Background: an optimization exercise with open tools, aiming at small area, a short achievable clock period and few clock cycles. Do not read the settings as production practice.
At most, simulation tests tie the RTL to the original design; equivalence was not proved.
Power figures rest on the tool's default switching activity, not on a simulated workload.

Design elf_cu, start of the top module:
module elf_cu (
    input  wire        clk,
    input  wire        rst,
    input  wire        in_valid,
    output wire        in_ready,
    input  wire [1:0]  in_op,
    input  wire [63:0] in_data,
    input  wire [6:0]  in_nbits,
    output wire        out_valid,
    input  wire        out_ready,
    output wire [63:0] out_data,
    output wire        out_last,
    output wire [3:0]  out_bytes
);
For scale: about 3500 cells after synthesis, ~560 flip-flops, about 150 I/O pins, roughly 36000 µm² of cells after synthesis.
Settings: LEC_CHECK=0, CAP_MARGIN=20, CORE_MARGIN=2, CORE_UTILIZATION=40, SLEW_MARGIN=20; clock period 11.0 ns.
standard.sh (not shown) runs the stock make flow with config.mk's settings and CLKGATE_MAP_FILE= SYNTH_SCRIPT=/design/flow/synth_recipe.tcl, a recipe that flattens the netlist after the stock synthesis.
==> flow/flow/run.sh <==
#!/bin/bash
# Standard layout with: timing repair aiming for SETUP_SLACK_MARGIN ns of setup slack (a
# shorter period than the 11 ns clock; constraints unchanged), buf_2 as the port buffers,
# and a clock tree without dummy loads, clustered into larger leaf groups.
set -euo pipefail
bash standard.sh SETUP_SLACK_MARGIN=7.5 \
  "BUFFER_PORTS_ARGS=-buffer_cell sky130_fd_sc_hd__buf_2" \
  "CTS_ARGS=-sink_clustering_enable -repair_clock_nets -dont_use_dummy_load -sink_clustering_size 24 -sink_clustering_max_diameter 80" \
  finish > standard_flow.log 2>&1
Testbench counts at the start, summed over its fixed seeds: cycles 39,274.
Edit:
--- a/flow/design.v
+++ b/flow/design.v
@@ -64,32 +64,14 @@
                 3'd4:    lzbucket = 5'd18;
                 3'd5:    lzbucket = 5'd20;
                 3'd6:    lzbucket = 5'd22;
                 default: lzbucket = 5'd24;
             endcase
         end
     endfunction
-    function [6:0] kconst;
-        input [1:0] c;
-        input [2:0] lc;
-        reg   [6:0] b;
-        begin
-            case (lc)
-                3'd0:    b = 7'd73;
-                3'd1:    b = 7'd65;
-                3'd2:    b = 7'd61;
-                3'd3:    b = 7'd57;
-                3'd4:    b = 7'd55;
-                3'd5:    b = 7'd53;
-                3'd6:    b = 7'd51;
-                default: b = 7'd49;
-            endcase
-            kconst = c[1] ? b + 7'd2 : b;
-        end
-    endfunction
     reg  adv;         
     reg  in_rdy;      
     wire adv_n;
     wire s0_v_n;
     assign in_ready = in_rdy;
     wire in_fire = in_valid && in_rdy;
     reg        first;
@@ -127,33 +109,19 @@
             end
         end
     end
     wire        put1c = s0_put;
     wire        val1c = !s0_op[1];
     wire [63:0] x1c   = s0_x;
     wire [2:0]  lc1c  = lzcode(x1c);
+    wire [4:0]  lz1c  = lzbucket(lc1c);
     wire [6:0]  tz1c  = ctz64(x1c);
     wire        xz1c  = (x1c == 64'd0);
-    wire        z56 = (x1c[63:56] == 8'd0);
-    wire        z52 = (x1c[63:52] == 12'd0);
-    wire        z48 = (x1c[63:48] == 16'd0);
-    wire        z46 = (x1c[63:46] == 18'd0);
-    wire        z44 = (x1c[63:44] == 20'd0);
-    wire        z42 = (x1c[63:42] == 22'd0);
-    wire        z40 = (x1c[63:40] == 24'd0);
-    wire        raw1c = put1c || s0_first;
-    wire [4:1]  bsh = {z48, z40 | (z56 & ~z48), (z52 & ~z48) | (z44 & ~z40),
-                       (z46 & ~z44) | (z42 & ~z40)};
-    wire [6:0]  sa1c  = raw1c ? s0_sa : {2'b00, bsh, 1'b0};
-    wire [63:0] ya1c  = s0_sa[6] ? 64'd0 : (s0_sa[5] ? (x1c << 32) : x1c);
-    wire [63:0] yb1c  = s0_sa[0] ? (ya1c << 1) : ya1c;
-    wire [63:0] yc1c  = sa1c[4] ? (yb1c << 16) : yb1c;
-    wire [63:0] yd1c  = sa1c[3] ? (yc1c << 8) : yc1c;
-    wire [63:0] ye1c  = sa1c[2] ? (yd1c << 4) : yd1c;
-    wire [63:0] y1c   = sa1c[1] ? (ye1c << 2) : ye1c;
+    wire [6:0]  sa1c  = (put1c || s0_first) ? s0_sa : {2'b00, lz1c};
+    wire [63:0] y1c   = sa1c[6] ? 64'd0 : (x1c << sa1c[5:0]);
     reg        sm1c;
     always @* begin
         case (lc1c)
             3'd0:    sm1c = (x1c[47:0] == 48'd0);
             3'd1:    sm1c = (x1c[39:0] == 40'd0);
             3'd2:    sm1c = (x1c[35:0] == 36'd0);
             3'd3:    sm1c = (x1c[31:0] == 32'd0);
@@ -176,19 +144,19 @@
             if (s0_first) begin
                 k1c  = 7'd71;
                 kt1c = 1'b1;
                 hs1c = 2'd1;
             end else if (xz1c) begin
                 k1c = 7'd2;
             end else if (sm1c) begin
-                k1c  = kconst(2'd1, lc1c);
+                k1c  = 7'd73 - {2'b00, lz1c};
                 kt1c = 1'b1;
                 hs1c = 2'd2;
             end else begin
-                k1c  = kconst(2'd2, lc1c);
+                k1c  = 7'd75 - {2'b00, lz1c};
                 kt1c = 1'b1;
                 hs1c = 2'd3;
             end
         end
     end
     reg        s1_v;
     reg [1:0]  s1_op;
=> The new run produced a clean layout. Cell area barely changes. Power drops slightly. Die area is about the same. Synthesized cell count shrinks by a few percent. Wire length came out lower by a few percent. Cell count drops by a few percent. Maximum frequency is about the same. Worst hold slack is about the same. Setup slack hardly moves. Global-route usage is lower by 0.20 points.
Testbench counts after the change, summed over its fixed seeds: cycles 39,274.

* * *

Setup of job 8889:
Another version of the RTL of elf_cu (not shown whole).
For scale: about 3600 cells after synthesis, roughly 150 I/O pins.
Settings: LEC_CHECK=0, CAP_MARGIN=20, CORE_MARGIN=2, CORE_UTILIZATION=40, SLEW_MARGIN=20; clock period 11.0 ns.
==> flow/flow/run.sh <==
#!/bin/bash
# Standard layout with: timing repair aiming for SETUP_SLACK_MARGIN ns of setup slack (a
# shorter period than the 11 ns clock; constraints unchanged), buf_2 as the port buffers,
# and a clock tree of clkbuf_8 without dummy loads.
set -euo pipefail
bash standard.sh SETUP_SLACK_MARGIN=7.58 \
  "BUFFER_PORTS_ARGS=-buffer_cell sky130_fd_sc_hd__buf_2" \
  "CTS_ARGS=-sink_clustering_enable -repair_clock_nets -dont_use_dummy_load -buf_list sky130_fd_sc_hd__clkbuf_8 -sink_clustering_size 16 -sink_clustering_max_diameter 60" \
  finish > standard_flow.log 2>&1
--- input diff job 8889..job 2982 ---
-- flow/design.v --
<<< job 8889, line 103
    wire [6:0]  n0c = (in_nbits > 7'd64) ? 7'd64 : in_nbits;
    wire [63:0] v0c = (in_op == OP_CLOSE) ? END_SIGN : in_data;
    wire [63:0] d0c = (n0c <= 7'd32) ? {in_data[31:0], 32'd0} : in_data;
    wire [63:0] x0c = in_op[1] ? d0c : (stored_val ^ v0c);
    assign s0_v_n = in_fire || (s0_v && !adv);
    always @(posedge clk) begin
>>> job 2982, line 103
    wire [6:0]  n0c = (in_nbits > 7'd64) ? 7'd64 : in_nbits;
    wire [63:0] v0c = (in_op == OP_CLOSE) ? END_SIGN : in_data;
    wire [63:0] x0c = in_op[1] ? in_data : (stored_val ^ v0c);
    assign s0_v_n = in_fire || (s0_v && !adv);
    always @(posedge clk) begin
<<< job 8889, line 146
                       (z46 & ~z44) | (z42 & ~z40)};
    wire [6:0]  sa1c  = raw1c ? s0_sa : {2'b00, bsh, 1'b0};
    wire [63:0] ya1c  = s0_sa[6] ? 64'd0 : x1c;
    wire [63:0] yb1c  = s0_sa[0] ? (ya1c << 1) : ya1c;
    wire [63:0] yc1c  = sa1c[4] ? (yb1c << 16) : yb1c;
>>> job 2982, line 145
                       (z46 & ~z44) | (z42 & ~z40)};
    wire [6:0]  sa1c  = raw1c ? s0_sa : {2'b00, bsh, 1'b0};
    wire [63:0] ya1c  = s0_sa[6] ? 64'd0 : (s0_sa[5] ? (x1c << 32) : x1c);
    wire [63:0] yb1c  = s0_sa[0] ? (ya1c << 1) : ya1c;
    wire [63:0] yc1c  = sa1c[4] ? (yb1c << 16) : yb1c;
--- outcome ---
- Job 2982: flow completed, timing, DRC and antenna clean
- Higher number of inverters outside the clock class in the layout was reported by job 2982, not job 8889.
- Diff job 8889 -> job 2982 | final area | down by a few percent
- Changes observed in job 2982 relative to job 8889: die area shrank by 2300 um2; combined global-route utilization of all metal layers moved down; sequential power went down by about 2%; sequential power share saw an increase; area of the multi-input gates went down about 5%.
- Worst setup slack in job 2982 vs job 8889: up 0.072 ns
Testbench counts of job 2982, summed over its fixed seeds: cycles 39,274.
For job 8889, only the layout was checked, not whether the RTL still works.

static timing again, ports no longer ideal:
Ports are ideal in the flow. The routed layouts listed here were re-timed in OpenROAD.
Step 1: set_driving_cell puts a clkbuf_16 on clk and a buf_2 on each other input, an assumption about the parent block.
Step 2 also shifts input and output timing later by t, the mid clock arrival at the registers, as if the neighbouring blocks saw the same clock.
Three values: ideal ports, drivers, drivers and shift; two values: the first two.
run	t, ns	slack for setup (ns)	hold WS [ns]	worst setup path at the end	clock arrival spread, ns
the first run of note 1	0.620	7.523 / 7.491 / 7.077	0.437 / 0.437 / 0.437	input to register	0.105 / 0.106
the second run of note 1	0.630	7.521 / 7.519 / 7.043	0.438 / 0.438 / 0.438	input to register	0.071 / 0.070
job 8889	0.728	7.470 / 7.410 / 6.848	0.265 / 0.265 / 0.265	input to register	0.173 / 0.173
job 2982	0.720	7.542 / 7.484 / 7.065	0.437 / 0.437 / 0.437	input to register	0.104 / 0.105
After both steps setup and hold are still met in every run listed. The setup slack of job 8889, which loses most, moves by -0.060 ns with the drivers and by -0.622 ns with both steps.
